This design comes from an exercise in tuning for small area on the open sky130 flow, not from production work. RTL that was checked went through simulation tests only; none was proved equivalent to the original. Function not checked in runs 8 and 9: the RTL went through the layout flow alone. The clock cells of runs 1 to 5 and 7 to 9 come from the design's own scripts or RTL, not from TritonCTS. No driver is modelled on the clock port, so clock power and skew are understated where the tree is cut down; a real chip needs a root buffer or a tree. No activity file was given, so power comes from the tool's default toggle rates.

==> flow/design.v <==
module u2v2_packet_decoder (
    input  wire [7:0] head,
    input  wire [7:0] tap,
    input  wire [7:0] in_data,
    input  wire [7:0] acc,
    input  wire       ld,
    input  wire       add_en,
    input  wire       xor_en,
    output wire       head02,
    output wire       in02,
    output wire       in03,
    output wire [7:0] acc_nx,
    output wire       cy,
    output wire [7:0] xor_out
);
    localparam [7:0] START     = 8'h02;
    localparam [7:0] END_MARK  = 8'h03;
    localparam [7:0] KEY_CONST = 8'h26;
    assign head02 = (head == START);
    assign in02   = (in_data == START);
    assign in03   = (in_data == END_MARK);
    assign xor_out = tap ^ (xor_en ? (~acc ^ KEY_CONST) : 8'h00);
    wire [7:0] b = add_en ? tap : 8'd0;
    wire [8:0] c;
    wire [7:0] sum;
    assign c[0] = 1'b0;
    genvar g;
    generate
        for (g = 0; g < 8; g = g + 1) begin : g_add
            assign sum[g]  = acc[g] ^ b[g] ^ c[g];
            assign c[g+1]  = (acc[g] & b[g]) | (c[g] & (acc[g] ^ b[g]));
        end
    endgenerate
    assign cy     = c[8];
    assign acc_nx = ld ? ~tap : sum;
endmodule
module u2v2_framer (
    input  wire        clk,
    input  wire        rst,           
    input  wire        rd_req,
    input  wire        rd_cancel,
    output wire        busy,
    output wire        out_valid,
    output wire [63:0] out_payload,
    output wire        in_ready,
    input  wire        in_valid,
    input  wire [7:0]  in_data
);
    reg [7:0] r [0:11];
    reg [3:0] c;
    reg [3:0] L;
    reg       due;
    reg       full;
    reg       busy_q;
    reg [7:0] acc;
    wire aligned = c[3] & c[2];                 
    wire c_end   = ~c[3] & ~c[2] & ~c[1];       
    wire c_11    = c[3] & c[1] & c[0];          
    wire c_10    = c[3] & c[1] & ~c[0];         
    wire emptying = due & ~full;                
    wire L15      = (L == 4'd15);
    wire ld       = emptying ? c_10 : c_11;
    wire add_en   = ~due;
    wire xm       = emptying & L[3];
    wire head02, in02, in03, cy;
    wire [7:0] acc_nx;
    wire [7:0] xor_out;
    u2v2_packet_decoder u_pd (
        .head     (r[0]),
        .tap      (r[10]),
        .in_data  (in_data),
        .acc      (acc),
        .ld       (ld),
        .add_en   (add_en),
        .xor_en   (xm),
        .head02   (head02),
        .in02     (in02),
        .in03     (in03),
        .acc_nx   (acc_nx),
        .cy       (cy),
        .xor_out  (xor_out)
    );
    wire sum_ok = (&acc) & (&L) & (r[10][7:4] == 4'd0);
    wire can_take = aligned & ~due & (full | ~L15);
    assign in_ready  = busy_q & ~rd_cancel & can_take;
    wire take = in_ready & in_valid;
    wire good = full & sum_ok & in03;
    wire ins  = take & ~good;
    wire hit  = ~due & ~full & L15 & head02;    
    wire inc  = take ? (~full & (L != 4'd0 | in02))
                     : (full ? (~due & cy) : (c_end & L15 & ~hit));
    assign busy      = busy_q;
    assign out_valid = busy_q & emptying & ~L[3] & aligned;
    assign out_payload = {r[2], r[3], r[4], r[5], r[6], r[7], r[8], r[9]};
    integer i;
    always @(posedge clk) begin
        for (i = 0; i < 11; i = i + 1)
            if (i != 9)
                r[i] <= r[i + 1];
        r[9]  <= xor_out;
        r[11] <= ins ? in_data : r[0];
        acc   <= acc_nx;
    end
    always @(posedge clk) begin
        if (rst) begin
            busy_q <= 1'b0;
            due    <= 1'b0;
            full   <= 1'b0;
            L      <= 4'd0;
            c      <= 4'd12;
        end else begin
            if (!busy_q)
                busy_q <= rd_req;
            else if (out_valid | rd_cancel)
                busy_q <= 1'b0;
            if (!ins)
                c <= c_end ? 4'd12 : c - 4'd1;
            if (take) begin
                if (full) begin
                    due  <= good | head02;
                    full <= ~good & head02;
                end else if (L == 4'd12) begin
                    due  <= 1'b1;
                    full <= 1'b1;
                end
            end else if (out_valid | (due & full & c_11)) begin
                due <= 1'b0;
            end
            if (hit)
                L <= c;
            else if (full & ld)
                L <= ~r[9][3:0];
            else if (take & full)
                L <= 4'd15;
            else if (inc)
                L <= L + 4'd1;
        end
    end
endmodule
==> flow/flow/run.sh <==
#!/bin/bash
# Standard layout, with single-drive port buffers, a clock tree without
# dummy loads and power (size) recovery after global routing, followed by
# a slew/capacitance repair (flow/post_grt.tcl); the clock tree is rebuilt
# as balanced clusters after CTS (flow/post_cts.tcl, flow/mtree.tcl).
set -euo pipefail
here=$(pwd)
bash standard.sh \
  "BUFFER_PORTS_ARGS=-buffer_cell sky130_fd_sc_hd__buf_1" \
  "CTS_ARGS=-sink_clustering_enable -repair_clock_nets -dont_use_dummy_load -buf_list sky130_fd_sc_hd__clkbuf_4" \
  "RECOVER_POWER=100" \
  "POST_CTS_TCL=$here/flow/post_cts.tcl" \
  "POST_GLOBAL_ROUTE_TCL=$here/flow/post_grt.tcl" \
  finish > make_finish.log 2>&1
==> flow/flow/mtree.tcl <==
# Replace the clock tree by a root buffer driving K leaf buffers, each
# driving one balanced cluster of flip-flops (k-means on placement).
proc my_manual_tree {K leafcell rootcell} {
  set block [ord::get_db_block]
  set db [ord::get_db]
  set clk [$block findNet clk]
  # remove existing clock buffers, collect flip-flop clock pins
  set sinks {}
  set todo [list $clk]
  set bufs {}
  while {[llength $todo]} {
    set n [lindex $todo 0]; set todo [lrange $todo 1 end]
    foreach it [$n getITerms] {
      if {[$it isOutputSignal]} { continue }
      set inst [$it getInst]
      set m [[$inst getMaster] getName]
      if {[string match "sky130_fd_sc_hd__clkbuf_*" $m]} {
        lappend bufs $inst
        foreach o [$inst getITerms] { if {[$o isOutputSignal]} { lappend todo [$o getNet] } }
      } else {
        lappend sinks $it
      }
    }
  }
  foreach it $sinks { $it disconnect }
  foreach b $bufs {
    foreach o [$b getITerms] { if {[$o isOutputSignal]} { set on [$o getNet]; $o disconnect; if {[llength [$on getITerms]] == 0} { odb::dbNet_destroy $on } } }
    odb::dbInst_destroy $b
  }
  set pts {}
  foreach it $sinks {
    set bb [[$it getInst] getBBox]
    lappend pts [list $it [expr ([$bb xMin]+[$bb xMax])/2.0] [expr ([$bb yMin]+[$bb yMax])/2.0]]
  }
  set n [llength $pts]
  # balanced k-means: assign greedily by distance with capacity
  set cap [expr int(ceil(double($n)/$K))]
  set cx {}; set cy {}
  set sorted [lsort -real -index 1 $pts]
  for {set k 0} {$k < $K} {incr k} {
    set s [lindex $sorted [expr int(($k+0.5)*$n/$K)]]
    lappend cx [lindex $s 1]; lappend cy [lindex $s 2]
  }
  for {set iter 0} {$iter < 40} {incr iter} {
    # all (point, cluster) pairs sorted by distance, capacity-limited
    set pairs {}
    for {set i 0} {$i < $n} {incr i} {
      set p [lindex $pts $i]
      for {set k 0} {$k < $K} {incr k} {
        lappend pairs [list [expr abs([lindex $p 1]-[lindex $cx $k]) + abs([lindex $p 2]-[lindex $cy $k])] $i $k]
      }
    }
    set pairs [lsort -real -index 0 $pairs]
    set asg [lrepeat $n -1]; set cnt [lrepeat $K 0]
    foreach pr $pairs {
      set i [lindex $pr 1]; set k [lindex $pr 2]
      if {[lindex $asg $i] >= 0 || [lindex $cnt $k] >= $cap} { continue }
      lset asg $i $k; lset cnt $k [expr [lindex $cnt $k]+1]
    }
    set sx [lrepeat $K 0.0]; set sy [lrepeat $K 0.0]
    foreach p $pts a $asg {
      lset sx $a [expr [lindex $sx $a]+[lindex $p 1]]
      lset sy $a [expr [lindex $sy $a]+[lindex $p 2]]
    }
    for {set k 0} {$k < $K} {incr k} {
      if {[lindex $cnt $k]} {
        lset cx $k [expr [lindex $sx $k]/[lindex $cnt $k]]
        lset cy $k [expr [lindex $sy $k]/[lindex $cnt $k]]
      }
    }
  }
  set rm [$db findMaster $rootcell]
  set lm [$db findMaster $leafcell]
  set root [odb::dbInst_create $block $rm clkbuf_root]
  set rnet [odb::dbNet_create $block clknet_root]
  $rnet setSigType CLOCK
  [$root findITerm A] connect $clk
  [$root findITerm X] connect $rnet
  set mx 0; set my 0
  for {set k 0} {$k < $K} {incr k} { set mx [expr $mx + [lindex $cx $k]]; set my [expr $my + [lindex $cy $k]] }
  $root setLocation [expr int($mx/$K)] [expr int($my/$K)]
  $root setPlacementStatus PLACED
  for {set k 0} {$k < $K} {incr k} {
    set b [odb::dbInst_create $block $lm clkbuf_leaf_$k]
    set nn [odb::dbNet_create $block clknet_leaf_$k]
    $nn setSigType CLOCK
    [$b findITerm A] connect $rnet
    [$b findITerm X] connect $nn
    foreach p $pts a $asg { if {$a == $k} { [lindex $p 0] connect $nn } }
    $b setLocation [expr int([lindex $cx $k])] [expr int([lindex $cy $k])]
    $b setPlacementStatus PLACED
  }
  puts "manual clock tree: $K leaves of $leafcell, clusters $cnt"
}
==> flow/flow/post_cts.tcl <==
# Sourced by ORFS at the end of CTS (POST_CTS_TCL).  The H-tree CTS builds
# for this small design has unbalanced leaves; rebuild the clock tree as one
# root buffer driving 12 leaf buffers, each driving a balanced cluster of
# about 10 flip-flops (flow/mtree.tcl), then upsize any leaf whose
# flip-flops would see too slow a clock slew.
source [file join [file dirname [info script]] mtree.tcl]
my_manual_tree 12 sky130_fd_sc_hd__clkbuf_4 sky130_fd_sc_hd__clkbuf_4
detailed_placement
estimate_parasitics -placement
foreach inst [get_cells clkbuf_leaf_*] {
  set out [get_pins -of_objects $inst -filter "direction==output"]
  set loads [get_pins -of_objects [get_nets -of_objects $out] -filter "direction==input"]
  set worst 0
  foreach p $loads {
    foreach k {slew_max_rise slew_max_fall} {
      set v [get_property $p $k]
      if {$v > $worst} { set worst $v }
    }
  }
  if {$worst > 0.105} {
    puts "upsizing [get_property $inst name]: fanout [llength $loads], slew $worst"
    replace_cell $inst sky130_fd_sc_hd__clkbuf_8
  }
}
detailed_placement
estimate_parasitics -placement
report_clock_skew
==> flow/flow/post_grt.tcl <==
# Sourced by ORFS at the end of global routing (POST_GLOBAL_ROUTE_TCL), after
# power recovery has downsized gates: fix the max-slew and max-capacitance
# violations the downsizing can leave, re-legalise, reroute the changed
# nets and rewrite the route guides.
global_route -start_incremental
repair_design_helper
detailed_placement
global_route -end_incremental
estimate_parasitics -global_routing
report_check_types -max_slew -max_capacitance -violators
write_guides $::env(RESULTS_DIR)/route.guide
==> flow/standard.sh <==
#!/bin/bash
# synth_recipe.tcl (not shown) runs the flow's synth.tcl, then flattens the netlist and writes it again
# the make line also repeats each setting of config.mk as NAME=value (left out here)
make -C /OpenROAD-flow-scripts/flow DESIGN_CONFIG=/design/flow/config.mk WORK_HOME=/design/flow/orfs CLKGATE_MAP_FILE= SYNTH_SCRIPT=/design/flow/synth_recipe.tcl "${@:-finish}"
==> flow/config.mk <==
export PLATFORM = sky130hd
export DESIGN_NAME = u2v2_framer
export DESIGN_NICKNAME = u2v2_framer
export VERILOG_FILES = /design/flow/design.v
export SDC_FILE = /design/flow/constraint.sdc
export NUM_CORES = 4
export LEC_CHECK = 0
export CAP_MARGIN = 20
export CORE_MARGIN = 2
export CORE_UTILIZATION = 40
export PLACE_DENSITY = 0.6
export SLEW_MARGIN = 20
==> flow/constraint.sdc <==
create_clock -name core_clock -period 10.0 [get_ports {clk}]
set_input_delay 2.0000 -clock core_clock [delete_from_list [all_inputs] [get_ports {clk}]]
set_output_delay 2.0000 -clock core_clock [all_outputs]
set_load 0.01 [all_outputs]
==> results.yml, run 1 <==
outcome:
  status: "complete, no violations"
clock_network:
  cts.sinks: 115
  clk_pin_slew_ns: 0.10
  clk_latency_ns: 0.48
timing:
  maxSlewViolCount: 0
  setup_viol: 0
  hold_viol: 0
  setup_tns_ns: 0
  worst_pin_slew_ns: 0.992
  finalClockSkew_ns: 0.0315
  period_share: 0.464
  max_freq_ghz: 0.215
  slew_headroom: 0.339
  min_period_ns: 4.64
  fin_ws_ns: 5.36
  hold_ws_ns: 0.294
die:
  die_area_um2: 9570
  ios: 80
  die_h_um: 97.8
  core_um2: 8640
  initial_core_util: 0.408
  die_w_um: 97.8
  fp-row-count: 34
global_routing:
  antenna_found_initial: 0
  grt_pass1_wl_um: 10300
  grtUsageTotal: 0.132
  grt_overflow_total: 0
  grt_max_degree: 15
  grt_pass1_vias: 2110
finish:
  syn_to_final_growth_pct: 13.0
  fin_cells: 470
  fin_nets: 389
  post-route-cell-area_um2: 3980
  antenna_cells: 0
  layout_common_cells: "115 x dfxtp_1, 78 x buf_1, 18 x nor2_1"
  layout_commonest_cell: "dfxtp_1"
  postLayoutCoreUtil: 0.461
  final_layout_size_suffix_gt1_frac: 0.0497
  regArea_um2: 2300
  num-fill-cells: 818
  multiInputGateArea_um2: 1070
place:
  hpwl_um: 4660
  port_buffers: 79
  placed_cell_area_um2: 3890
  place.gp.congestion: 0.781
  place_inst: 457
  pre_cts_slack_ns: 5.37
synthesis:
  synth_cells: 281
  yosys_warnings: 3
  synth_top_area_cell: "dfxtp_1"
  synth_cell_types: 50
  ys_seq_area_frac: 0.654
  synth_edf_count: 0
  syn-num-nets: 305
  netlist_area_um2: 3520
  ys_ff_latch: 115
  netlist_top_cells_area: "dfxtp_1 65%, fa_1 4.0%, mux2i_1 2.3%"
  ys.flop_type: "dfxtp_1"
  netlist.area_leader.share: 0.654
  synthArstFlopShare: 0
  syn_avg_cell_area_um2: 12.5
pwr:
  power_mw: 0.856
  power.net_switching_mw: 0.223
  ir_worst_vdd_uv: 84.1
  p_leak_nw: 1.62
  p_int_mw: 0.633
  seqPwrFrac: 0.637
  combPwrFrac: 0.120
  clkPwrFrac: 0.243
  p_sw_frac: 0.261
  powerDensity_nw_per_um2: 215
drt:
  routed_via_density: 4.69
  drc: 0
  top_layer: "met4"
  vias: 2202
  dr.pass1.iters: 4
  initialDrtViolationCount: 60
  dr_wl_met2_um: 3190
  met1_length_um: 2910
  post_drt_wl_per_cell_um: 13.7
  drt.antenna.violating_nets: 0
  routed-wl-met3_um: 242
  drt-total-wl_um: 6450
setup_path:
  worst_ep_required_time_ns: 8.00
  cp.arrival_ns: 2.64
  path_class: "in2out"
  path_max_fanout: 4
  startpoint_type: "input pin"
  cp-end-kind: "output pin"
run:
  cap_violations: 0
worst_hold_path:
  hold_path.class: "reg2reg"
==> path summary, 6_finish.rpt <==
path                            slack [ns]                 to             start  cells past startpoint
worst max-delay path                  5.36           in_ready         rd_cancel                      5
worst min-delay path                  0.29   r[10][2]$_DFF_P_  r[11][2]$_DFF_P_                      0
worst max register to register        5.84  L[2]$_SDFFE_PP0P_  due$_SDFFE_PP0P_                     18
worst min register to register        0.29   r[10][2]$_DFF_P_  r[11][2]$_DFF_P_                      0
==> layout make-up <==
type	count	share of cell area
Tap cell	108	0.0340
Multi-Input combinational cell	141	0.269
Buffer	13	0.0308
Inverter	14	0.0132
Timing Repair Buffer	79	0.0745
Sequential cell	115	0.578
==> logic make-up (layout without fill, tap and decap cells) <==
logic type,after synthesis,count (layout),share of synthesized area
flip-flops,115,115,0.654
AND/OR/NAND/NOR,73,73,0.120
buffers and inverters,25,106,0.0341
XOR/XNOR,12,12,0.0298
adder cells (fa/ha/maj),11,11,0.0540
AO/OA/AOI/OAI,29,29,0.0593
multiplexers,16,16,0.0494
==> cell usage after synthesis (all sizes together), types with 6 or more instances <==
cell type,number
a21oi,6
clkbuf,7
dfxtp,115
fa,7
inv,14
mux2,8
mux2i,8
nand2,15
nand3,6
nor2,18
xnor2,8
==> power by group through the flow <==
stage               sequential, mW  combinational, mW  clock, mW
floorplan                    0.556             0.0671          0
finish                       0.545              0.103      0.208
global placement             0.555              0.102          0
detailed placement           0.556              0.107          0
==> state kept, by name (all words and copies together), names as in the netlist <==
name    cells
L           4
acc         8
busy_q      1
c           4
due         1
full        1
r          96
==> critical path, cell delays in order <==
cell and delay (ns):
buf_1 0.08, nor2_1 0.22, nand2_1 0.08, nor2_1 0.10, buf_1 0.16
==> layer usage <==
metal / track usage / vias up
met5: 0 / -
met4: 0.0363 / 0
met3: 0.0265 / 13
met2: 0.217 / 45
met1: 0.179 / 1044
li1: - / 1100
==> run 2: changes to the inputs <==
--- a/flow/config.mk
+++ b/flow/config.mk
@@ -8,5 +8,5 @@
 export CAP_MARGIN = 20
 export CORE_MARGIN = 2
-export CORE_UTILIZATION = 40
-export PLACE_DENSITY = 0.6
+export CORE_UTILIZATION = 55
+export PLACE_DENSITY = 0.9
 export SLEW_MARGIN = 20
==> run 2 against run 1 <==
Worst hold slack better by 0.012 ns. Sequential share of layout area is 0.76 points higher. Die area is 26% lower. Synthesized area stayed put. Sequential power hardly changed. Clock power is 6% lower. Register-to-register slack hardly changed. Critical path type unchanged. Critical endpoint unchanged. Largest power group unchanged.
==> results.yml, run 2 <==
finish:
  fin_nets: 389
  syn_to_final_growth_pct: 11.5
  largest_register_ffs: 96
  antenna_cells: 0
  top_register: "r"
  final_layout_size_suffix_gt1_frac: 0.0525
  layout_commonest_cell: "dfxtp_1"
  fin_cells: 439
  largestRegisters: "r (96), acc (8)"
  layout_common_cells: "115 x dfxtp_1, 78 x buf_1, 18 x nor2_1"
timing:
  setup_tns_ns: 0
  hold_ws_ns: 0.307
  setup_viol: 0
  min_period_ns: 4.66
  finalClockSkew_ns: 0.0349
  maxSlewViolCount: 0
  worst_pin_slew_ns: 0.984
  hold_viol: 0
  period_share: 0.466
  max_freq_ghz: 0.214
  slew_headroom: 0.344
die:
  initial_core_util: 0.561
  ios: 80
  die_h_um: 84.0
  fp-row-count: 29
  die_w_um: 84.0
  die_area_um2: 7060
  core_um2: 6280
synthesis:
  netlist_top_cells_area: "dfxtp_1 65%, fa_1 4.0%, mux2i_1 2.3%"
  synth_cell_types: 50
  ys.flop_type: "dfxtp_1"
  netlist.area_leader.share: 0.654
  ys_ff_latch: 115
  syn_avg_cell_area_um2: 12.5
  ys_seq_area_frac: 0.654
  netlist_area_um2: 3520
  syn-num-nets: 305
  synth_cells: 281
  synth_top_area_cell: "dfxtp_1"
  synth_edf_count: 0
  synthTopCellsByCount: "115 x dfxtp_1, 18 x nor2_1, 15 x nand2_1"
  synthArstFlopShare: 0
  synth_most_common_cell: "dfxtp_1"
  yosys_warnings: 3
pwr:
  powerDensity_nw_per_um2: 215
  ir_worst_vdd_uv: 131
  p_leak_nw: 1.61
drt:
  dr.pass1.iters: 4
  initialDrtViolationCount: 96
  post_drt_wl_per_cell_um: 14.4
  vias: 2280
  drt-total-wl_um: 6310
  drc: 0
  routed_via_density: 5.19
  drt.antenna.violating_nets: 0
worst_hold_path:
  hp-start: "r[1][6]$_DFF_P_"
  hold_path.class: "reg2reg"
clock_network:
  cts.sinks: 115
  clk_latency_ns: 0.47
  clk_pin_slew_ns: 0.09
setup_path:
  path_max_fanout: 4
  path_class: "in2out"
  startpoint: "rd_cancel"
  startpoint_type: "input pin"
  cp-end-kind: "output pin"
  cp.arrival_ns: 2.66
  worst_ep_required_time_ns: 8.00
  reg2reg_from: "due$_SDFFE_PP0P_"
outcome:
  status: "complete, no violations"
place:
  port_buffers: 79
  place.gp.congestion: 0.906
  hpwl_um: 4610
  place_inst: 426
global_routing:
  antenna_found_initial: 0
  grtUsageTotal: 0.182
  grt_overflow_total: 0
  grt_pass1_wl_um: 10400
  grt_pass1_vias: 2249
  grt_max_degree: 15
run:
  cap_violations: 0
## run 2: changes by cell type in the layout (fill, tap and decap cells not counted)
cell      change
clkbuf_4      +2
clkbuf_8      -2
mux2_1        -1
mux2_2        +1
## run 2: where the power goes
part / internal (mW) / switching [mW]
clock network: 0.0681 / 0.126
registers: 0.511 / 0.0352
logic: 0.0457 / 0.0589
total: 0.625 / 0.220
## run 2: critical path, stage by stage
cell and delay (ns):
buf_1 0.08, nor2_1 0.24, nand2_1 0.10, nor2_1 0.09
buf_1 0.15
## run 2: layer usage
metal  up-vias  track usage  routed length [um]  share of wire
met5         -            0                   0              0
met4         0       0.0381                 122          0.019
met3        12       0.0346                 394          0.062
met2        75        0.318                3140           0.50
met1      1095        0.235                2660           0.42
li1       1098            -                   -              -
## run 2: path summary, 6_finish.rpt
path / slack, ns / cells past startpoint / to
worst max-delay path: 5.34 / 5 / in_ready
worst min-delay path: 0.31 / 0 / r[0][6]$_DFF_P_
worst max register to register: 5.83 / 18 / L[2]$_SDFFE_PP0P_
worst min register to register: 0.31 / 0 / r[0][6]$_DFF_P_
## run 2: area by class of cell
class	count	area (um2)
Tap cell	77	96.3
Inverter	14	52.6
Multi-Input combinational cell	141	1070
Fill cell	507	2350
Buffer	13	110
Timing Repair Buffer	79	297
Sequential cell	115	2300
## run 2: kinds of logic (layout without fill, tap and decap cells)
| family | Yosys count | after routing | share of synthesized area |
|---|---|---|---|
| flops | 115 | 115 | 0.654 |
| simple gates | 73 | 73 | 0.120 |
| compound gates | 29 | 29 | 0.0593 |
| buf+inv | 25 | 106 | 0.0341 |
| mux | 16 | 16 | 0.0494 |
| xor+xnor | 12 | 12 | 0.0298 |
| fa+ha+maj | 11 | 11 | 0.0540 |
## run 2: through the flow
stage | total power [mW] | util | worst slack, ns | instance area [um2]
finish | 0.845 | 0.626 | 5.34 | 3930
detailed placement | 0.663 | 0.613 | 5.33 | 3850
global placement | 0.653 | 0.613 | 5.40 | 3850
floorplan | 0.623 | - | 5.57 | 3520
==> run 3: changes to the inputs <==
--- a/flow/config.mk
+++ b/flow/config.mk
@@ -8,5 +8,5 @@
 export CAP_MARGIN = 20
 export CORE_MARGIN = 2
-export CORE_UTILIZATION = 55
-export PLACE_DENSITY = 0.9
+export CORE_UTILIZATION = 80
+export PLACE_DENSITY = 0.85
 export SLEW_MARGIN = 20
==> run 3 against run 2 <==
Clock power fell by 5%. Wire length up 23%. Critical endpoint unchanged. Register-to-register slack got worse by 0.19 ns. First-iteration DRC count is 80% higher. Synthesized cell count did not move. Clock skew down 0.024 ns. Highest routed layer unchanged. Still clean on timing, DRC and antenna.
==> results.yml, run 3 <==
outcome:
  status: "complete, no violations"
synthesis:
  synth_edf_count: 0
  syn-num-nets: 305
  ys.flop_type: "dfxtp_1"
  netlist_top_cells_area: "dfxtp_1 65%, fa_1 4.0%, mux2i_1 2.3%"
  netlist.area_leader.share: 0.654
  synth_most_common_cell: "dfxtp_1"
  ys_ff_latch: 115
  synth_cells: 281
  synth_cell_types: 50
  synthTopCellsByCount: "115 x dfxtp_1, 18 x nor2_1, 15 x nand2_1"
  ys_seq_area_frac: 0.654
  synth_top_area_cell: "dfxtp_1"
  synthArstFlopShare: 0
  netlist_area_um2: 3520
  syn_avg_cell_area_um2: 12.5
  yosys_warnings: 3
timing:
  hold_ws_ns: 0.336
  period_share: 0.465
  maxSlewViolCount: 0
  max_freq_ghz: 0.215
  slew_headroom: 0.305
  min_period_ns: 4.65
  hold_viol: 0
  setup_tns_ns: 0
  fin_ws_ns: 5.35
  setup_viol: 0
  finalClockSkew_ns: 0.0113
  worst_pin_slew_ns: 1.04
die:
  initial_core_util: 0.820
  fp-row-count: 24
  ios: 80
  core_um2: 4290
  die_h_um: 70.4
  die_w_um: 70.4
  die_area_um2: 4950
setup_path:
  reg2reg_to: "L[2]$_SDFFE_PP0P_"
  cp_cell_sequence: "buf_1 > nor2_1 > nand2_1 > nor2_1 > buf_1"
  path_max_fanout: 4
  worst-r2r-setup-slack_ns: 5.64
  cp_slowest_cell: "nor2_1"
  rr_worst_depth: 18
  reg2reg_from: "due$_SDFFE_PP0P_"
  critical-path-max-stage-delay_ns: 0.23
  path_class: "in2out"
  cp.arrival_ns: 2.65
  startpoint_type: "input pin"
  worst_ep_required_time_ns: 8.00
  cp-end-kind: "output pin"
finish:
  fin_nets: 389
  top_register: "r"
  largest_register_ffs: 96
  final_layout_size_suffix_gt1_frac: 0.0497
  post-route-cell-area_um2: 3880
  postLayoutCoreUtil: 0.905
  syn_to_final_growth_pct: 10.3
  layout_common_cells: "115 x dfxtp_1, 78 x buf_1, 18 x nor2_1"
  layout_commonest_cell: "dfxtp_1"
  num-fill-cells: 179
  regArea_um2: 2300
  fin_cells: 414
  antenna_cells: 0
  largestRegisters: "r (96), acc (8)"
  multiInputGateArea_um2: 1070
drt:
  post_drt_wl_per_cell_um: 18.7
  dr.pass1.iters: 4
  drt.antenna.violating_nets: 0
  routed_via_density: 5.82
  drt-total-wl_um: 7750
  vias: 2410
  initialDrtViolationCount: 173
  drc: 0
global_routing:
  grt_overflow_total: 0
  grt_pass1_vias: 2497
  antenna_found_initial: 0
  grt_max_degree: 15
  grt_pass1_wl_um: 12000
  grtUsageTotal: 0.317
pwr:
  ir_worst_vdd_uv: 174
  powerDensity_nw_per_um2: 220
  p_leak_nw: 1.61
  power_mw: 0.853
clock_network:
  clk_pin_slew_ns: 0.10
  clk_latency_ns: 0.46
  cts.sinks: 115
worst_hold_path:
  worstHoldPathCells: 0
  hold_path.class: "reg2reg"
  hp-start: "r[11][3]$_DFF_P_"
  holdPathEnd: "r[10][3]$_DFF_P_"
run:
  cap_violations: 0
place:
  port_buffers: 79
  pre_cts_slack_ns: 5.31
  place_inst: 401
  place.gp.congestion: 0.949
  placed_cell_area_um2: 3820
  hpwl_um: 5280
==> run 3: cell count changes in the layout (fill, tap and decap cells not counted) <==
cell	previous run	this run
clkbuf_8	2	0
mux2_2	3	2
clkbuf_4	11	13
mux2_1	5	6
==> run 3: cells by family after synthesis <==
logic type | synth area share
buf+inv | 0.0341
xor+xnor | 0.0298
compound gates | 0.0593
mux | 0.0494
simple gates | 0.120
flops | 0.654
fa+ha+maj | 0.0540
==> run 3: worst max-delay path by stage <==
stage	start	end	slack (ns)	cells after the start
after global placement	rd_cancel	in_ready	5.41	5
after detailed placement	rd_cancel	in_ready	5.31	5
final	rd_cancel	in_ready	5.35	5
after floorplan	rd_cancel	in_ready	5.57	3
==> run 3: area by class of cell <==
class / count / area share
flip-flops and latches: 115 / 0.593
plain buffers: 13 / 0.0251
inverters: 14 / 0.0135
multi-input cells: 141 / 0.276
well taps: 52 / 0.0167
repair buffers: 79 / 0.0763
==> run 3: critical path: cells and delay by family <==
| family | cells | cell delay (ns) |
|---|---|---|
| buffers and inverters | 2 | 0.24 |
| AND/OR/NAND/NOR | 3 | 0.41 |
==> run 3: power breakdown <==
group | switching [mW] | internal (mW) | leakage [nW]
Combinational | 0.0705 | 0.0479 | 0.607
Clock | 0.126 | 0.0599 | 0.0598
Sequential | 0.0381 | 0.511 | 0.942
==> run 3: routing by layer <==
layer	up-vias	track usage	wire length, um	part of all wire
met5	-	0	0	0
met4	0	0.130	232	0.030
met3	26	0.0577	470	0.061
met2	107	0.590	4250	0.55
met1	1176	0.350	2800	0.36
li1	1101	-	-	-
==> run 4: changes to the inputs <==
--- a/flow/config.mk
+++ b/flow/config.mk
@@ -8,5 +8,5 @@
 export CAP_MARGIN = 20
 export CORE_MARGIN = 2
-export CORE_UTILIZATION = 80
-export PLACE_DENSITY = 0.85
+export CORE_UTILIZATION = 65
+export PLACE_DENSITY = 0.75
 export SLEW_MARGIN = 20
==> run 4 against run 3 <==
Flip-flop and latch count unchanged. Critical path depth unchanged. Worst hold slack worse by 0.034 ns. Largest power group unchanged. Still clean on timing, DRC and antenna.
==> results.yml, run 4 <==
outcome:
  status: "complete, no violations"
drt:
  dr.pass1.iters: 4
  drc: 0
  routed_via_density: 5.14
  initialDrtViolationCount: 59
  vias: 2220
  drt-total-wl_um: 6210
  post_drt_wl_per_cell_um: 14.4
  drt.antenna.violating_nets: 0
pwr:
  combPwrFrac: 0.125
  p_leak_nw: 1.61
  p_sw_frac: 0.259
  p_int_mw: 0.621
  ir_worst_vdd_uv: 125
  clkPwrFrac: 0.224
  seqPwrFrac: 0.651
  power_mw: 0.838
  power.net_switching_mw: 0.217
  powerDensity_nw_per_um2: 214
clock_network:
  clk_pin_slew_ns: 0.09
  clk_latency_ns: 0.46
  cts.sinks: 115
synthesis:
  synth_top_area_cell: "dfxtp_1"
  synth_cells: 281
  syn_avg_cell_area_um2: 12.5
  netlist.area_leader.share: 0.654
  synth_most_common_cell: "dfxtp_1"
  synthArstFlopShare: 0
  netlist_area_um2: 3520
  syn-num-nets: 305
  ys.flop_type: "dfxtp_1"
  synthTopCellsByCount: "115 x dfxtp_1, 18 x nor2_1, 15 x nand2_1"
  ys_ff_latch: 115
  yosys_warnings: 3
  synth_cell_types: 50
  synth_edf_count: 0
  netlist_top_cells_area: "dfxtp_1 65%, fa_1 4.0%, mux2i_1 2.3%"
  ys_seq_area_frac: 0.654
timing:
  finalClockSkew_ns: 0.0275
  slew_headroom: 0.322
  worst_pin_slew_ns: 1.02
  maxSlewViolCount: 0
  max_freq_ghz: 0.215
  min_period_ns: 4.66
  setup_viol: 0
  setup_tns_ns: 0
  period_share: 0.466
  hold_viol: 0
  hold_ws_ns: 0.302
finish:
  postLayoutCoreUtil: 0.758
  top_register: "r"
  layout_common_cells: "115 x dfxtp_1, 78 x buf_1, 18 x nor2_1"
  syn_to_final_growth_pct: 11.3
  largest_register_ffs: 96
  antenna_cells: 0
  final_layout_size_suffix_gt1_frac: 0.0552
  post-route-cell-area_um2: 3920
  largestRegisters: "r (96), acc (8)"
  layout_commonest_cell: "dfxtp_1"
  fin_nets: 389
place:
  hpwl_um: 4500
  place.gp.congestion: 0.895
  placed_cell_area_um2: 3840
  port_buffers: 79
setup_path:
  reg2reg_from: "due$_SDFFE_PP0P_"
  cp_slowest_cell: "nor2_1"
  startpoint_type: "input pin"
  critical-path-max-stage-delay_ns: 0.24
  worst-r2r-setup-slack_ns: 5.85
  path_class: "in2out"
  cp.arrival_ns: 2.66
  cp-endpoint: "in_ready"
  worst_ep_required_time_ns: 8.00
  rr_worst_depth: 18
  cp_cell_sequence: "buf_1 > nor2_1 > nand2_1 > nor2_1 > buf_1"
  reg2reg_to: "L[2]$_SDFFE_PP0P_"
  startpoint: "rd_cancel"
  path_max_fanout: 4
  cp-end-kind: "output pin"
die:
  die_area_um2: 6020
  initial_core_util: 0.681
  core_um2: 5170
  ios: 80
  die_w_um: 77.6
  fp-row-count: 26
  die_h_um: 77.6
global_routing:
  antenna_found_initial: 0
  grt_overflow_total: 0
  grt_pass1_vias: 2168
  grtUsageTotal: 0.214
  grt_max_degree: 15
  grt_pass1_wl_um: 10200
run:
  cap_violations: 0
worst_hold_path:
  hold_path.class: "reg2reg"
## run 4: final cells by class
cell class              instances  area [um2]
flip-flops and latches        115        2300
multi-input cells             141        1080
fillers                       370        1250
inverters                      14        52.6
plain buffers                  13         104
repair buffers                 79         297
well taps                      70        87.6
## run 4: per-stage QoR
stage	setup slack, ns	std cells
2_1_floorplan	5.57	281
3_3_place_gp	5.41	419
3_5_place_dp	5.35	419
6_report	5.34	432
## run 4: how the worst min path moves through the flow
stage / start / endpoint / slack, ns / depth (start not counted)
after floorplan: r[1][0]$_DFF_P_ / r[0][0]$_DFF_P_ / 0.31 / 0
after global placement: r[1][0]$_DFF_P_ / r[0][0]$_DFF_P_ / 0.31 / 0
after detailed placement: r[1][2]$_DFF_P_ / r[0][2]$_DFF_P_ / 0.31 / 0
final: r[11][1]$_DFF_P_ / r[10][1]$_DFF_P_ / 0.30 / 0
## run 4: kinds of logic (layout without fill, tap and decap cells)
logic type      count (synthesis)  count (layout)  synth area share
flops                         115             115             0.654
simple gates                   73              73             0.120
compound gates                 29              29            0.0593
buf+inv                        25             106            0.0341
mux                            16              16            0.0494
xor+xnor                       12              12            0.0298
fa+ha+maj                      11              11            0.0540
## run 4: metal layers
layer / vias up / wire, um / GRT usage
met4: 0 / 115 / 0.0571
li1: 1102 / - / -
met2: 65 / 3080 / 0.367
met1: 1040 / 2640 / 0.283
met3: 13 / 372 / 0.0349
met5: - / 0 / 0
## run 4: critical path, delay by kind of cell
family                 cells  cell delay, ns
buffers and inverters      2            0.24
AND/OR/NAND/NOR            3            0.43
## run 4: power groups by stage
stage | sequential (mW) | combinational, mW | clock, mW
2_1_floorplan | 0.556 | 0.0671 | 0
3_3_place_gp | 0.553 | 0.101 | 0
3_5_place_dp | 0.555 | 0.107 | 0
6_report | 0.545 | 0.105 | 0.188
==> run 5: changes to the inputs <==
--- a/flow/flow/post_cts.tcl
+++ b/flow/flow/post_cts.tcl
@@ -5,5 +5,5 @@
 # flip-flops would see too slow a clock slew.
 source [file join [file dirname [info script]] mtree.tcl]
-my_manual_tree 12 sky130_fd_sc_hd__clkbuf_4 sky130_fd_sc_hd__clkbuf_4
+my_manual_tree 10 sky130_fd_sc_hd__clkbuf_4 sky130_fd_sc_hd__clkbuf_4
 detailed_placement
 estimate_parasitics -placement
==> run 5 against run 4 <==
Global-route usage about the same. Sequential power about the same. First-iteration DRC count rose by 17%. Clock power rose by 11%. Maximum frequency fell by 0.25%. Worst hold slack hardly changed. Cell count down 0.46%. Core utilization up 0.44 points.
==> results.yml, run 5 <==
setup_path:
  worst_ep_required_time_ns: 8.00
  critical-path-max-stage-delay_ns: 0.25
  startpoint_type: "input pin"
  path_max_fanout: 4
  cp-end-kind: "output pin"
  cp.arrival_ns: 2.67
  cp_num_buf_inv: 2
  cp_top_family: "simple AND/OR/NAND/NOR gates"
  cp_cell_sequence: "buf_1 > nor2_1 > nand2_1 > nor2_1 > buf_1"
  cp_slowest_cell: "nor2_1"
  path_class: "in2out"
synthesis:
  synth_cell_types: 50
  netlist_top_cells_area: "dfxtp_1 65%, fa_1 4.0%, mux2i_1 2.3%"
  synth-xor-area-share: 0.0298
  synthMuxAreaShare: 0.0494
  ys_seq_area_frac: 0.654
  synthArstFlopShare: 0
  synthTopCellsByCount: "115 x dfxtp_1, 18 x nor2_1, 15 x nand2_1"
  ys.flop_type: "dfxtp_1"
  syn_avg_cell_area_um2: 12.5
  synth_fa_ha_area_frac: 0.0540
  synth_top_family_by_area: "simple AND/OR/NAND/NOR gates"
  yosys_warnings: 3
  synth_most_common_cell: "dfxtp_1"
  synth_top_area_cell: "dfxtp_1"
  netlist.area_leader.share: 0.654
  netlist_area_um2: 3520
  synth_compound_area_frac: 0.0593
  ys_ff_latch: 115
  syn-num-nets: 305
  synth_simple_gate_area_share: 0.120
  synth_edf_count: 0
  synth_cells: 281
place:
  pre_cts_slack_ns: 5.35
  port_buffers: 79
  place.gp.congestion: 0.895
  hpwl_um: 4500
finish:
  antenna_cells: 0
  syn_to_final_growth_pct: 12.0
  largest_register_ffs: 96
  top_register: "r"
  fin_nets: 387
  layout_common_cells: "115 x dfxtp_1, 78 x buf_1, 18 x nor2_1"
  final_layout_size_suffix_gt1_frac: 0.0500
  postLayoutCoreUtil: 0.762
  layout_commonest_cell: "dfxtp_1"
  largestRegisters: "r (96), acc (8)"
timing:
  setup_viol: 0
  hold_viol: 0
  finalClockSkew_ns: 0.0335
  setup_tns_ns: 0
  worst_pin_slew_ns: 1.01
  fin_ws_ns: 5.33
  min_period_ns: 4.67
  maxSlewViolCount: 0
  max_freq_ghz: 0.214
  slew_headroom: 0.327
  period_share: 0.467
drt:
  drt.antenna.violating_nets: 0
  routed_via_density: 5.17
  initialDrtViolationCount: 69
  post_drt_wl_per_cell_um: 14.5
  vias: 2225
  dr.pass1.iters: 4
  drt-total-wl_um: 6230
  drc: 0
run:
  cap_violations: 0
die:
  ios: 80
  die_w_um: 77.6
  fp-row-count: 26
  die_area_um2: 6020
  core_um2: 5170
  initial_core_util: 0.681
  die_h_um: 77.6
pwr:
  power_mw: 0.859
  powerDensity_nw_per_um2: 218
  p_leak_nw: 1.62
  ir_worst_vdd_uv: 159
global_routing:
  antenna_found_initial: 0
  grt_pass1_wl_um: 10200
  grt_pass1_vias: 2151
  grt_max_degree: 15
  grtUsageTotal: 0.214
  grt_overflow_total: 0
clock_network:
  cts.sinks: 115
  clk_pin_slew_ns: 0.10
  clk_latency_ns: 0.49
outcome:
  status: "complete, no violations"
worst_hold_path:
  hold_path.class: "reg2reg"
run 5: layout make-up:
class | instances | area [um2]
buffer | 11 | 126
fill | 361 | 1230
inverter | 14 | 52.6
multi-input combinational | 141 | 1080
sequential | 115 | 2300
tap | 70 | 87.6
timing repair buffer | 79 | 297
run 5: cells by family (layout without fill, tap and decap cells):
logic type	count (synthesis)	after routing
DFF	115	115
and+or+nand+nor	73	73
AOI/OAI and AO/OA	29	29
buffers and inverters	25	104
muxes	16	16
xor gates and xnor gates	12	12
adders and majority gates	11	11
run 5: power by group:
| group | internal (mW) | switching [mW] | leakage (nW) | total (mW) |
|---|---|---|---|---|
| logic | 0.0462 | 0.0590 | 0.609 | 0.105 |
| clock network | 0.0800 | 0.128 | 0.0687 | 0.208 |
| registers | 0.511 | 0.0344 | 0.942 | 0.545 |
| total | 0.637 | 0.221 | 1.62 | 0.859 |
run 5: layer usage:
metal	part of all wire	vias to the layer above	GRT usage
met5	0	-	0
met2	0.50	67	0.372
met1	0.43	1053	0.279
met3	0.055	11	0.0360
li1	-	1094	-
met4	0.016	0	0.0518
run 5: per-stage QoR:
step / instances / cell area (um2) / hold WS, ns
finish: 430 / 3940 / 0.301
detailed placement: 419 / 3840 / 0.312
global placement: 419 / 3840 / 0.310
floorplan: 281 / 3520 / 0.310
run 5: worst paths after layout:
path	end	depth (start not counted)	from	slack [ns]
setup / recovery	in_ready	5	rd_cancel	5.33
hold / removal	r[10][4]$_DFF_P_	0	r[11][4]$_DFF_P_	0.30
setup reg to reg	L[2]$_SDFFE_PP0P_	18	due$_SDFFE_PP0P_	5.83
hold reg to reg	r[10][4]$_DFF_P_	0	r[11][4]$_DFF_P_	0.30
==> run 6: changes to the inputs <==
--- a/flow/flow/mtree.tcl
+++ b/flow/flow/mtree.tcl
@@ -9,6 +9,8 @@
   set todo [list $clk]
   set bufs {}
+  set tnets {}
   while {[llength $todo]} {
     set n [lindex $todo 0]; set todo [lrange $todo 1 end]
+    if {$n ne $clk} { lappend tnets $n }
     foreach it [$n getITerms] {
       if {[$it isOutputSignal]} { continue }
@@ -17,5 +19,7 @@
       if {[string match "sky130_fd_sc_hd__clkbuf_*" $m]} {
         lappend bufs $inst
-        foreach o [$inst getITerms] { if {[$o isOutputSignal]} { lappend todo [$o getNet] } }
+        foreach o [$inst getITerms] {
+          if {[$o isOutputSignal] && [$o getNet] ne "NULL"} { lappend todo [$o getNet] }
+        }
       } else {
         lappend sinks $it
@@ -25,7 +29,7 @@
   foreach it $sinks { $it disconnect }
   foreach b $bufs {
-    foreach o [$b getITerms] { if {[$o isOutputSignal]} { set on [$o getNet]; $o disconnect; if {[llength [$on getITerms]] == 0} { odb::dbNet_destroy $on } } }
     odb::dbInst_destroy $b
   }
+  foreach n $tnets { odb::dbNet_destroy $n }
   set pts {}
   foreach it $sinks {
--- a/flow/flow/post_cts.tcl
+++ b/flow/flow/post_cts.tcl
@@ -5,5 +5,5 @@
 # flip-flops would see too slow a clock slew.
 source [file join [file dirname [info script]] mtree.tcl]
-my_manual_tree 10 sky130_fd_sc_hd__clkbuf_4 sky130_fd_sc_hd__clkbuf_4
+my_manual_tree 12 sky130_fd_sc_hd__clkbuf_4 sky130_fd_sc_hd__clkbuf_4
 detailed_placement
 estimate_parasitics -placement
--- a/flow/config.mk
+++ b/flow/config.mk
@@ -8,5 +8,5 @@
 export CAP_MARGIN = 20
 export CORE_MARGIN = 2
-export CORE_UTILIZATION = 65
-export PLACE_DENSITY = 0.75
+export CORE_UTILIZATION = 88
+export PLACE_DENSITY = 0.92
 export SLEW_MARGIN = 20
==> run 6 against run 5 <==
The flow now stops in 3_3_place_gp. Synthesized area unchanged. Synthesized cell count is the same.
==> results.yml, run 6 <==
synthesis:
  ys_seq_area_frac: 0.654
  synth_most_common_cell: "dfxtp_1"
  netlist_top_cells_area: "dfxtp_1 65%, fa_1 4.0%, mux2i_1 2.3%"
  synthArstFlopShare: 0
  ys.flop_type: "dfxtp_1"
  ys_ff_latch: 115
  synthTopCellsByCount: "115 x dfxtp_1, 18 x nor2_1, 15 x nand2_1"
  synth_edf_count: 0
  syn_avg_cell_area_um2: 12.5
  synth_cell_types: 50
  netlist_area_um2: 3520
  syn-num-nets: 305
  synth_cells: 281
  synth_top_area_cell: "dfxtp_1"
  netlist.area_leader.share: 0.654
  yosys_warnings: 3
die:
  die_h_um: 67.3
  fp-row-count: 22
  initial_core_util: 0.941
  ios: 80
  die_w_um: 67.3
outcome:
  firstError: "[ERROR GPL-0301] Utilization 104.547 % exceeds 100%."
  status: "stopped before the end"
  lastStage: "3_3_place_gp"
place:
  port_buffers: 79
[run 6: cell counts after synthesis]
Identical to the previous run, type by type.
[run 6: cells by family after synthesis]
| kind of cell | synth area share |
|---|---|
| compound gates | 0.0593 |
| xor+xnor | 0.0298 |
| simple gates | 0.120 |
| flops | 0.654 |
| fa+ha+maj | 0.0540 |
| mux | 0.0494 |
| buf+inv | 0.0341 |
==> run 7: changes to the inputs <==
--- a/flow/config.mk
+++ b/flow/config.mk
@@ -8,5 +8,5 @@
 export CAP_MARGIN = 20
 export CORE_MARGIN = 2
-export CORE_UTILIZATION = 88
-export PLACE_DENSITY = 0.92
+export CORE_UTILIZATION = 80
+export PLACE_DENSITY = 0.85
 export SLEW_MARGIN = 20
==> run 7 against run 6 <==
The run now finishes clean. Synthesized cell count unchanged. Synthesized area unchanged.
==> results.yml, run 7 <==
global_routing:
  grt_overflow_total: 0
  grtUsageTotal: 0.317
  grt_max_degree: 15
  grt_pass1_wl_um: 12000
  grt_pass1_vias: 2497
  antenna_found_initial: 0
worst_hold_path:
  hp-start: "r[11][3]$_DFF_P_"
  worstHoldPathCells: 0
  holdPathEnd: "r[10][3]$_DFF_P_"
  hold_path.class: "reg2reg"
clock_network:
  clk_latency_ns: 0.46
  cts.sinks: 115
  clk_pin_slew_ns: 0.10
setup_path:
  path_max_fanout: 4
  rr_worst_depth: 18
  worst_ep_required_time_ns: 8.00
  reg2reg_from: "due$_SDFFE_PP0P_"
  cp-end-kind: "output pin"
  worst-r2r-setup-slack_ns: 5.64
  path_class: "in2out"
  startpoint_type: "input pin"
  cp.arrival_ns: 2.65
  reg2reg_to: "L[2]$_SDFFE_PP0P_"
pwr:
  p_leak_nw: 1.61
  ir_worst_vdd_uv: 174
  power_mw: 0.853
  powerDensity_nw_per_um2: 220
synthesis:
  yosys_warnings: 3
  synth_fa_ha_area_frac: 0.0540
  synth_cell_types: 50
  netlist_area_um2: 3520
  synth_top_family_by_area: "simple AND/OR/NAND/NOR gates"
  synthArstFlopShare: 0
  synthMuxAreaShare: 0.0494
  synth_edf_count: 0
  syn_avg_cell_area_um2: 12.5
  synth_compound_area_frac: 0.0593
  synth_cells: 281
  synth_simple_gate_area_share: 0.120
  synthTopCellsByCount: "115 x dfxtp_1, 18 x nor2_1, 15 x nand2_1"
  synth_most_common_cell: "dfxtp_1"
  ys_ff_latch: 115
  synth_top_area_cell: "dfxtp_1"
  netlist.area_leader.share: 0.654
  ys.flop_type: "dfxtp_1"
  synth-xor-area-share: 0.0298
  ys_seq_area_frac: 0.654
  syn-num-nets: 305
  netlist_top_cells_area: "dfxtp_1 65%, fa_1 4.0%, mux2i_1 2.3%"
timing:
  max_freq_ghz: 0.215
  worst_pin_slew_ns: 1.04
  period_share: 0.465
  min_period_ns: 4.65
  finalClockSkew_ns: 0.0113
  setup_tns_ns: 0
  fin_ws_ns: 5.35
  maxSlewViolCount: 0
  setup_viol: 0
  hold_viol: 0
  slew_headroom: 0.305
drt:
  drc: 0
  drt-total-wl_um: 7750
  dr.pass1.iters: 4
  post_drt_wl_per_cell_um: 18.7
  drt.antenna.violating_nets: 0
  initialDrtViolationCount: 173
  vias: 2410
  routed_via_density: 5.82
place:
  place.gp.congestion: 0.949
  hpwl_um: 5280
  pre_cts_slack_ns: 5.31
  placed_cell_area_um2: 3820
  port_buffers: 79
finish:
  layout_common_cells: "115 x dfxtp_1, 78 x buf_1, 18 x nor2_1"
  top_register: "r"
  syn_to_final_growth_pct: 10.3
  final_layout_size_suffix_gt1_frac: 0.0497
  largest_register_ffs: 96
  fin_nets: 388
  num-fill-cells: 179
  antenna_cells: 0
  layout_commonest_cell: "dfxtp_1"
  largestRegisters: "r (96), acc (8)"
  post-route-cell-area_um2: 3880
die:
  ios: 80
  fp-row-count: 24
  die_w_um: 70.4
  core_um2: 4290
  die_area_um2: 4950
  initial_core_util: 0.820
  die_h_um: 70.4
outcome:
  status: "complete, no violations"
run:
  cap_violations: 0
-- run 7: cell counts after synthesis --
No cell type changed its count.
-- run 7: logic make-up (layout without fill, tap and decap cells) --
| family | count (synthesis) | count (layout) |
|---|---|---|
| buffers and inverters | 25 | 106 |
| adder cells (fa/ha/maj) | 11 | 11 |
| AO/OA/AOI/OAI | 29 | 29 |
| flip-flops | 115 | 115 |
| AND/OR/NAND/NOR | 73 | 73 |
| multiplexers | 16 | 16 |
| XOR/XNOR | 12 | 12 |
-- run 7: worst max path at each step --
stage	endpoint	slack, ns	depth (start not counted)	start
final	in_ready	5.35	5	rd_cancel
after detailed placement	in_ready	5.31	5	rd_cancel
after floorplan	in_ready	5.57	3	rd_cancel
after global placement	in_ready	5.41	5	rd_cancel
-- run 7: cell type report --
cell class,instances,area (um2),area share
plain buffers,13,97.6,0.0251
inverters,14,52.6,0.0135
multi-input cells,141,1070,0.276
flip-flops and latches,115,2300,0.593
well taps,52,65.1,0.0167
repair buffers,79,297,0.0763
-- run 7: worst max-delay path, cell delays in order --
cell and delay (ns):
buf_1 0.08, nor2_1 0.23, nand2_1 0.09, nor2_1 0.09, buf_1 0.16
-- run 7: report_power, final --
part,internal (mW),switching (mW)
Clock,0.0599,0.126
Sequential,0.511,0.0381
Combinational,0.0479,0.0705
Total,0.619,0.234
-- run 7: per-stage QoR --
step                hold WS [ns]  std cells   util
floorplan                  0.310        281      -
detailed placement         0.312        401  0.889
global placement           0.310        401  0.889
finish                     0.336        414  0.905
-- run 7: layer usage --
metal | vias to the layer above | part of all wire | global-route usage
li1 | 1101 | - | -
met1 | 1176 | 0.36 | 0.350
met5 | - | 0 | 0
met4 | 0 | 0.030 | 0.130
met2 | 107 | 0.55 | 0.590
met3 | 26 | 0.061 | 0.0577
==> run 8: changes to the inputs <==
--- a/flow/design.v
+++ b/flow/design.v
@@ -20,9 +20,9 @@
     assign in02   = (in_data == START);
     assign in03   = (in_data == END_MARK);
-    assign xor_out = tap ^ (xor_en ? (~acc ^ KEY_CONST) : 8'h00);
-    wire [7:0] b = add_en ? tap : 8'd0;
+    assign xor_out = tap ^ (xor_en ? (acc ^ KEY_CONST) : 8'h00);
+    wire [7:0] b = ~(add_en ? tap : 8'd0);
     wire [8:0] c;
     wire [7:0] sum;
-    assign c[0] = 1'b0;
+    assign c[0] = 1'b1;
     genvar g;
     generate
@@ -33,5 +33,5 @@
     endgenerate
     assign cy     = c[8];
-    assign acc_nx = ld ? ~tap : sum;
+    assign acc_nx = ld ? tap : sum;
 endmodule
 module u2v2_framer (
@@ -81,5 +81,5 @@
         .xor_out  (xor_out)
     );
-    wire sum_ok = (&acc) & (&L) & (r[10][7:4] == 4'd0);
+    wire sum_ok = ~(|acc) & ~(|L) & (r[10][7:4] == 4'd0);
     wire can_take = aligned & ~due & (full | ~L15);
     assign in_ready  = busy_q & ~rd_cancel & can_take;
@@ -130,5 +130,5 @@
                 L <= c;
             else if (full & ld)
-                L <= ~r[9][3:0];
+                L <= r[9][3:0] + 4'd6;
             else if (take & full)
                 L <= 4'd15;
==> run 8 against run 7 <==
Still clean on timing, DRC and antenna. Power is 6.0% higher. Via count rose by 13%. Sequential power increased by 3%. Cell area up 1.6%. Critical path depth shrank 1. Maximum frequency grew 1.9%. Sequential share of layout area decreased by 0.94 points. Register-to-register slack worse by 0.05 ns. Flip-flop and latch count stayed put. Synthesized cell count is 2.1% higher.
==> results.yml, run 8 <==
outcome:
  status: "complete, no violations"
place:
  hpwl_um: 5440
  place.gp.congestion: 0.940
  port_buffers: 79
  pre_cts_slack_ns: 5.49
  placed_cell_area_um2: 3850
global_routing:
  grt_max_degree: 15
  grtUsageTotal: 0.378
  antenna_found_initial: 0
  grt_pass1_wl_um: 14200
  grt_overflow_total: 0
  grt_pass1_vias: 2752
synthesis:
  syn_avg_cell_area_um2: 12.3
  synth_edf_count: 0
  ys.flop_type: "dfxtp_1"
  synth_top_area_cell: "dfxtp_1"
  synth_most_common_cell: "dfxtp_1"
  ys_seq_area_frac: 0.653
  netlist_area_um2: 3530
  synth_cells: 287
  synthTopCellsByCount: "115 x dfxtp_1, 20 x inv_1, 17 x nand2_1"
  netlist_top_cells_area: "dfxtp_1 65%, fa_1 4.0%, mux2_2 3.5%"
  synthArstFlopShare: 0
  synth_cell_types: 51
  netlist.area_leader.share: 0.653
  ys_ff_latch: 115
  yosys_warnings: 3
  syn-num-nets: 312
drt:
  routed-wl-met3_um: 845
  post_drt_wl_per_cell_um: 21.6
  vias: 2718
  dr_wl_met2_um: 4620
  initialDrtViolationCount: 275
  drc: 0
  met1_length_um: 3100
  routed_via_density: 6.41
  dr.pass1.iters: 5
  drt.antenna.violating_nets: 0
  drt-total-wl_um: 9160
  top_layer: "met4"
worst_hold_path:
  worstHoldPathCells: 0
  hp-start: "r[1][5]$_DFF_P_"
  hold_path.class: "reg2reg"
  holdPathEnd: "r[0][5]$_DFF_P_"
pwr:
  combPwrFrac: 0.165
  p_leak_nw: 1.56
  ir_worst_vdd_uv: 165
  powerDensity_nw_per_um2: 229
  p_sw_frac: 0.296
  seqPwrFrac: 0.625
  power.net_switching_mw: 0.268
  p_int_mw: 0.636
  power_mw: 0.904
  clkPwrFrac: 0.210
finish:
  layout_common_cells: "115 x dfxtp_1, 78 x buf_1, 20 x inv_1"
  final_layout_size_suffix_gt1_frac: 0.0726
  largestRegisters: "r (96), acc (8)"
  top_register: "r"
  postLayoutCoreUtil: 0.919
  antenna_cells: 0
  post-route-cell-area_um2: 3950
  syn_to_final_growth_pct: 11.9
  layout_commonest_cell: "dfxtp_1"
  largest_register_ffs: 96
  fin_nets: 399
timing:
  slew_headroom: 0.364
  period_share: 0.456
  min_period_ns: 4.56
  worst_pin_slew_ns: 0.947
  max_freq_ghz: 0.219
  setup_tns_ns: 0
  fin_ws_ns: 5.44
  hold_viol: 0
  finalClockSkew_ns: 0.0146
  setup_viol: 0
  maxSlewViolCount: 0
setup_path:
  startpoint_type: "input pin"
  cp-end-kind: "output pin"
  startpoint: "rd_cancel"
  path_max_fanout: 3
  reg2reg_to: "L[0]$_SDFFE_PP0P_"
  reg2reg_from: "due$_SDFFE_PP0P_"
  cp.arrival_ns: 2.56
  worst-r2r-setup-slack_ns: 5.59
  worst_ep_required_time_ns: 8.00
  rr_worst_depth: 15
  path_class: "in2out"
clock_network:
  clk_latency_ns: 0.48
  clk_pin_slew_ns: 0.09
  cts.sinks: 115
run:
  cap_violations: 0
die:
  ios: 80
  fp-row-count: 24
  die_h_um: 70.4
  die_w_um: 70.4
  core_um2: 4290
  die_area_um2: 4960
  initial_core_util: 0.821
==> run 8: cell count changes after synthesis, sizes merged, moves of 5 or more <==
cell / previous run / this run
inv: 14 / 20
nor2: 18 / 11
mux2i: 8 / 1
clkbuf: 7 / 2
nand2b: 5 / 0
==> run 8: final cells by class <==
class                   count  area [um2]
plain buffers              13        97.6
multi-input cells         145        1110
flip-flops and latches    115        2300
fillers                   159         347
inverters                  20        75.1
well taps                  52        65.1
repair buffers             79         297
==> run 8: worst max-delay path by stage <==
stage / depth (start not counted) / endpoint
detailed placement: 4 / in_ready
global placement: 4 / in_ready
finish: 4 / in_ready
floorplan: 2 / in_ready
==> run 8: logic make-up (layout without fill, tap and decap cells) <==
family,after synthesis,count (layout),synth area share
DFF,115,115,0.653
and+or+nand+nor,74,74,0.118
AOI/OAI and AO/OA,35,35,0.0709
buffers and inverters,27,112,0.0330
adders and majority gates,12,12,0.0575
xor gates and xnor gates,12,12,0.0298
muxes,12,12,0.0380
==> run 8: routing by layer <==
metal	vias to the layer above	global-route usage
met1	1239	0.437
li1	1155	-
met5	-	0
met4	0	0.194
met3	70	0.0678
met2	254	0.666
==> run 8: power by group through the flow <==
stage          clock (mW)  sequential [mW]  combinational [mW]
6_report            0.190            0.565               0.149
3_5_place_dp            0            0.567               0.131
2_1_floorplan           0            0.564              0.0806
3_3_place_gp            0            0.562               0.119
==> run 8: metrics by stage <==
| stage | cells | hold WS, ns |
|---|---|---|
| 2_1_floorplan | 287 | 0.310 |
| 3_3_place_gp | 411 | 0.311 |
| 3_5_place_dp | 411 | 0.312 |
| 6_report | 424 | 0.334 |
==> run 8: worst max-delay path, cell delays in order <==
cell and delay [ns]:
buf_1 0.11, nor2_1 0.14, and3_1 0.17, buf_1 0.15
==> run 9: changes to the inputs <==
--- a/flow/design.v
+++ b/flow/design.v
@@ -20,9 +20,9 @@
     assign in02   = (in_data == START);
     assign in03   = (in_data == END_MARK);
-    assign xor_out = tap ^ (xor_en ? (acc ^ KEY_CONST) : 8'h00);
-    wire [7:0] b = ~(add_en ? tap : 8'd0);
+    assign xor_out = tap ^ (xor_en ? (~acc ^ KEY_CONST) : 8'h00);
+    wire [7:0] b = add_en ? tap : 8'd0;
     wire [8:0] c;
     wire [7:0] sum;
-    assign c[0] = 1'b1;
+    assign c[0] = 1'b0;
     genvar g;
     generate
@@ -33,5 +33,5 @@
     endgenerate
     assign cy     = c[8];
-    assign acc_nx = ld ? tap : sum;
+    assign acc_nx = ld ? ~tap : sum;
 endmodule
 module u2v2_framer (
@@ -58,9 +58,10 @@
     wire c_11    = c[3] & c[1] & c[0];          
     wire c_10    = c[3] & c[1] & ~c[0];         
-    wire emptying = due & ~full;                
+    wire emptying = due;                        
+    wire L13      = (L == 4'd13);
     wire L15      = (L == 4'd15);
-    wire ld       = emptying ? c_10 : c_11;
+    wire ld       = due ? c_10 : c_11;
     wire add_en   = ~due;
-    wire xm       = emptying & L[3];
+    wire xm       = due & L[3];
     wire head02, in02, in03, cy;
     wire [7:0] acc_nx;
@@ -81,15 +82,17 @@
         .xor_out  (xor_out)
     );
-    wire sum_ok = ~(|acc) & ~(|L) & (r[10][7:4] == 4'd0);
-    wire can_take = aligned & ~due & (full | ~L15);
+    wire sum_ok = (&acc) & (&L) & (r[10][7:4] == 4'd0);
+    wire can_take = aligned & ~due & (full | ~(L13 | L15));
     assign in_ready  = busy_q & ~rd_cancel & can_take;
     wire take = in_ready & in_valid;
     wire good = full & sum_ok & in03;
     wire ins  = take & ~good;
-    wire hit  = ~due & ~full & L15 & head02;    
+    wire filling = ~due & ~full;
+    wire hit  = filling & L15 & head02;         
+    wire start = filling & L13 & c_11;          
     wire inc  = take ? (~full & (L != 4'd0 | in02))
-                     : (full ? (~due & cy) : (c_end & L15 & ~hit));
+                     : (full ? cy : (c_end & L15 & ~hit));
     assign busy      = busy_q;
-    assign out_valid = busy_q & emptying & ~L[3] & aligned;
+    assign out_valid = busy_q & due & ~L[3] & aligned;
     assign out_payload = {r[2], r[3], r[4], r[5], r[6], r[7], r[8], r[9]};
     integer i;
@@ -116,21 +119,18 @@
             if (!ins)
                 c <= c_end ? 4'd12 : c - 4'd1;
-            if (take) begin
-                if (full) begin
-                    due  <= good | head02;
-                    full <= ~good & head02;
-                end else if (L == 4'd12) begin
-                    due  <= 1'b1;
-                    full <= 1'b1;
-                end
-            end else if (out_valid | (due & full & c_11)) begin
+            if (take & full)
+                full <= 1'b0;
+            else if (start)
+                full <= 1'b1;
+            if (take & full)
+                due <= good;
+            else if (out_valid)
                 due <= 1'b0;
-            end
             if (hit)
                 L <= c;
-            else if (full & ld)
-                L <= r[9][3:0] + 4'd6;
+            else if ((full | start) & c_11)
+                L <= ~r[9][3:0];
             else if (take & full)
-                L <= 4'd15;
+                L <= (~good & head02) ? 4'd13 : 4'd15;
             else if (inc)
                 L <= L + 4'd1;
--- a/flow/flow/mtree.tcl
+++ b/flow/flow/mtree.tcl
@@ -9,8 +9,6 @@
   set todo [list $clk]
   set bufs {}
-  set tnets {}
   while {[llength $todo]} {
     set n [lindex $todo 0]; set todo [lrange $todo 1 end]
-    if {$n ne $clk} { lappend tnets $n }
     foreach it [$n getITerms] {
       if {[$it isOutputSignal]} { continue }
@@ -19,7 +17,5 @@
       if {[string match "sky130_fd_sc_hd__clkbuf_*" $m]} {
         lappend bufs $inst
-        foreach o [$inst getITerms] {
-          if {[$o isOutputSignal] && [$o getNet] ne "NULL"} { lappend todo [$o getNet] }
-        }
+        foreach o [$inst getITerms] { if {[$o isOutputSignal]} { lappend todo [$o getNet] } }
       } else {
         lappend sinks $it
@@ -29,7 +25,7 @@
   foreach it $sinks { $it disconnect }
   foreach b $bufs {
+    foreach o [$b getITerms] { if {[$o isOutputSignal]} { set on [$o getNet]; $o disconnect; if {[llength [$on getITerms]] == 0} { odb::dbNet_destroy $on } } }
     odb::dbInst_destroy $b
   }
-  foreach n $tnets { odb::dbNet_destroy $n }
   set pts {}
   foreach it $sinks {
--- a/flow/config.mk
+++ b/flow/config.mk
@@ -8,5 +8,5 @@
 export CAP_MARGIN = 20
 export CORE_MARGIN = 2
-export CORE_UTILIZATION = 80
-export PLACE_DENSITY = 0.85
+export CORE_UTILIZATION = 65
+export PLACE_DENSITY = 0.75
 export SLEW_MARGIN = 20
==> run 9 against run 8 <==
Combinational power shrank 33%. Maximum frequency grew 0.50%. Global-route usage shrank 16 points. Sequential power shrank 3%. Critical path depth shrank 1. Worst setup slack gained 0.023 ns. Synthesized cell count is the same. Largest cell class unchanged. Still clean. First-iteration DRC count shrank 67%. Flip-flop and latch count is the same.
==> results.yml, run 9 <==
timing:
  setup_viol: 0
  min_period_ns: 4.54
  period_share: 0.454
  slew_headroom: 0.516
  finalClockSkew_ns: 0.0283
  hold_viol: 0
  worst_pin_slew_ns: 0.715
  setup_tns_ns: 0
  max_freq_ghz: 0.220
  maxSlewViolCount: 0
pwr:
  ir_worst_vdd_uv: 148
  p_sw_frac: 0.263
  p_leak_nw: 1.61
  combPwrFrac: 0.119
  p_int_mw: 0.622
  clkPwrFrac: 0.231
  power.net_switching_mw: 0.222
  powerDensity_nw_per_um2: 212
  seqPwrFrac: 0.650
die:
  die_w_um: 78.2
  ios: 80
  core_um2: 5410
  fp-row-count: 27
  initial_core_util: 0.662
  die_h_um: 78.2
  die_area_um2: 6110
place:
  place.gp.congestion: 0.856
  placed_cell_area_um2: 3900
  hpwl_um: 4730
  port_buffers: 79
clock_network:
  clk_pin_slew_ns: 0.09
  cts.sinks: 115
  clk_latency_ns: 0.48
drt:
  drt-total-wl_um: 6660
  initialDrtViolationCount: 92
  post_drt_wl_per_cell_um: 15.1
  drc: 0
  dr.pass1.iters: 4
  drt.antenna.violating_nets: 0
  vias: 2287
  routed_via_density: 5.20
finish:
  layout_commonest_cell: "dfxtp_1"
  regArea_um2: 2300
  num-fill-cells: 422
  top_register: "r"
  final_layout_size_suffix_gt1_frac: 0.0598
  post-route-cell-area_um2: 3970
  fin_nets: 396
  largest_register_ffs: 96
  layout_common_cells: "115 x dfxtp_1, 78 x buf_1, 15 x inv_1"
  multiInputGateArea_um2: 1110
  largestRegisters: "r (96), acc (8)"
  syn_to_final_growth_pct: 11.0
  antenna_cells: 0
setup_path:
  cp.arrival_ns: 2.54
  path_max_fanout: 4
  startpoint_type: "input pin"
  worst-r2r-setup-slack_ns: 5.66
  path_class: "in2out"
  cp_slowest_cell: "nor4_1"
  crit_top_cell: "buf_1"
  critical-path-max-stage-delay_ns: 0.25
  cp-end-kind: "output pin"
  worst_ep_required_time_ns: 8.00
  cp_cell_sequence: "buf_1 > nor4_1 > buf_1"
synthesis:
  synth_edf_count: 0
  ys_ff_latch: 115
  netlist_area_um2: 3580
  syn-num-nets: 312
  synth_simple_gate_area_share: 0.126
  yosys_warnings: 3
  synth_fa_ha_area_frac: 0.0567
  synth_compound_area_frac: 0.0602
  synth_top_family_by_area: "simple AND/OR/NAND/NOR gates"
  synth_cells: 287
  synth-xor-area-share: 0.0294
  synth_cell_types: 51
  netlist_top_cells_area: "dfxtp_1 64%, fa_1 3.9%, mux2_4 3.4%"
  synthMuxAreaShare: 0.0507
  ys_seq_area_frac: 0.644
  netlist.area_leader.share: 0.644
  synth_top_area_cell: "dfxtp_1"
  ys.flop_type: "dfxtp_1"
  synthArstFlopShare: 0
  synth_most_common_cell: "dfxtp_1"
  synthTopCellsByCount: "115 x dfxtp_1, 15 x inv_1, 14 x nand3_1"
  syn_avg_cell_area_um2: 12.5
global_routing:
  grtUsageTotal: 0.219
  grt_max_degree: 21
  antenna_found_initial: 0
  grt_pass1_vias: 2269
  grt_overflow_total: 0
  grt_pass1_wl_um: 10500
outcome:
  status: "complete, no violations"
worst_hold_path:
  hold_path.class: "reg2reg"
run:
  cap_violations: 0
## run 9: cell count changes after synthesis, sizes merged, moves of 5 or more
cell,previous run,this run
clkbuf,2,7
xor2,2,7
nand3,5,14
and3,7,2
xnor2,10,5
inv,20,15
## run 9: path summary, 6_finish.rpt
| kind | from | endpoint | cells after the start |
|---|---|---|---|
| min | r[11][4]$_DFF_P_ | r[10][4]$_DFF_P_ | 0 |
| max reg2reg | due$_SDFFE_PP0P_ | L[2]$_SDFFE_PP0P_ | 18 |
| max | rd_cancel | in_ready | 3 |
| min reg2reg | r[11][4]$_DFF_P_ | r[10][4]$_DFF_P_ | 0 |
## run 9: worst max-delay path: cells and delay by family
family,cells,cell delay (ns)
buf+inv,2,0.29
simple gates,1,0.25
## run 9: stage by stage
step	instances	total power, mW	worst slack [ns]	utilization	hold WS (ns)
finish	440	0.844	5.46	0.734	0.315
detailed placement	427	0.662	5.47	0.722	0.312
global placement	427	0.655	5.47	0.722	0.311
floorplan	287	0.621	5.57	-	0.310
## run 9: power groups by stage
stage               combinational (mW)  sequential [mW]  clock, mW
detailed placement               0.104            0.558          0
global placement                0.0989            0.557          0
floorplan                       0.0654            0.556          0
finish                           0.100            0.548      0.195
## run 9: layer usage
metal  routed length (um)  vias to the layer above  share of wire  track usage
met4                  150                        0          0.023       0.0702
met5                    0                        -              0            0
met2                 3190                       77           0.48        0.378
met1                 2930                     1067           0.44        0.278
met3                  389                       14          0.058       0.0448
li1                     -                     1129              -            -
## run 9: final cells by class
cell class                      instances  share of cell area
Sequential cell                       115               0.580
Multi-Input combinational cell        146               0.281
Timing Repair Buffer                   79              0.0747
Buffer                                 13              0.0277
Tap cell                               72              0.0227
Inverter                               15              0.0142
## run 9: logic make-up (layout without fill, tap and decap cells)
logic type / Yosys count / after routing
buffers and inverters: 26 / 107
AOI/OAI and AO/OA: 32 / 32
DFF: 115 / 115
adders and majority gates: 12 / 12
and+or+nand+nor: 76 / 76
muxes: 14 / 14
xor gates and xnor gates: 12 / 12

Setup slack of run 9, layout unchanged: 5.459 ns with ideal ports, 5.438 ns with driving cells assumed (clock clkbuf_16, inputs buf_2), 5.438 ns with port delays also shifted by the 0.495 ns mid clock arrival.
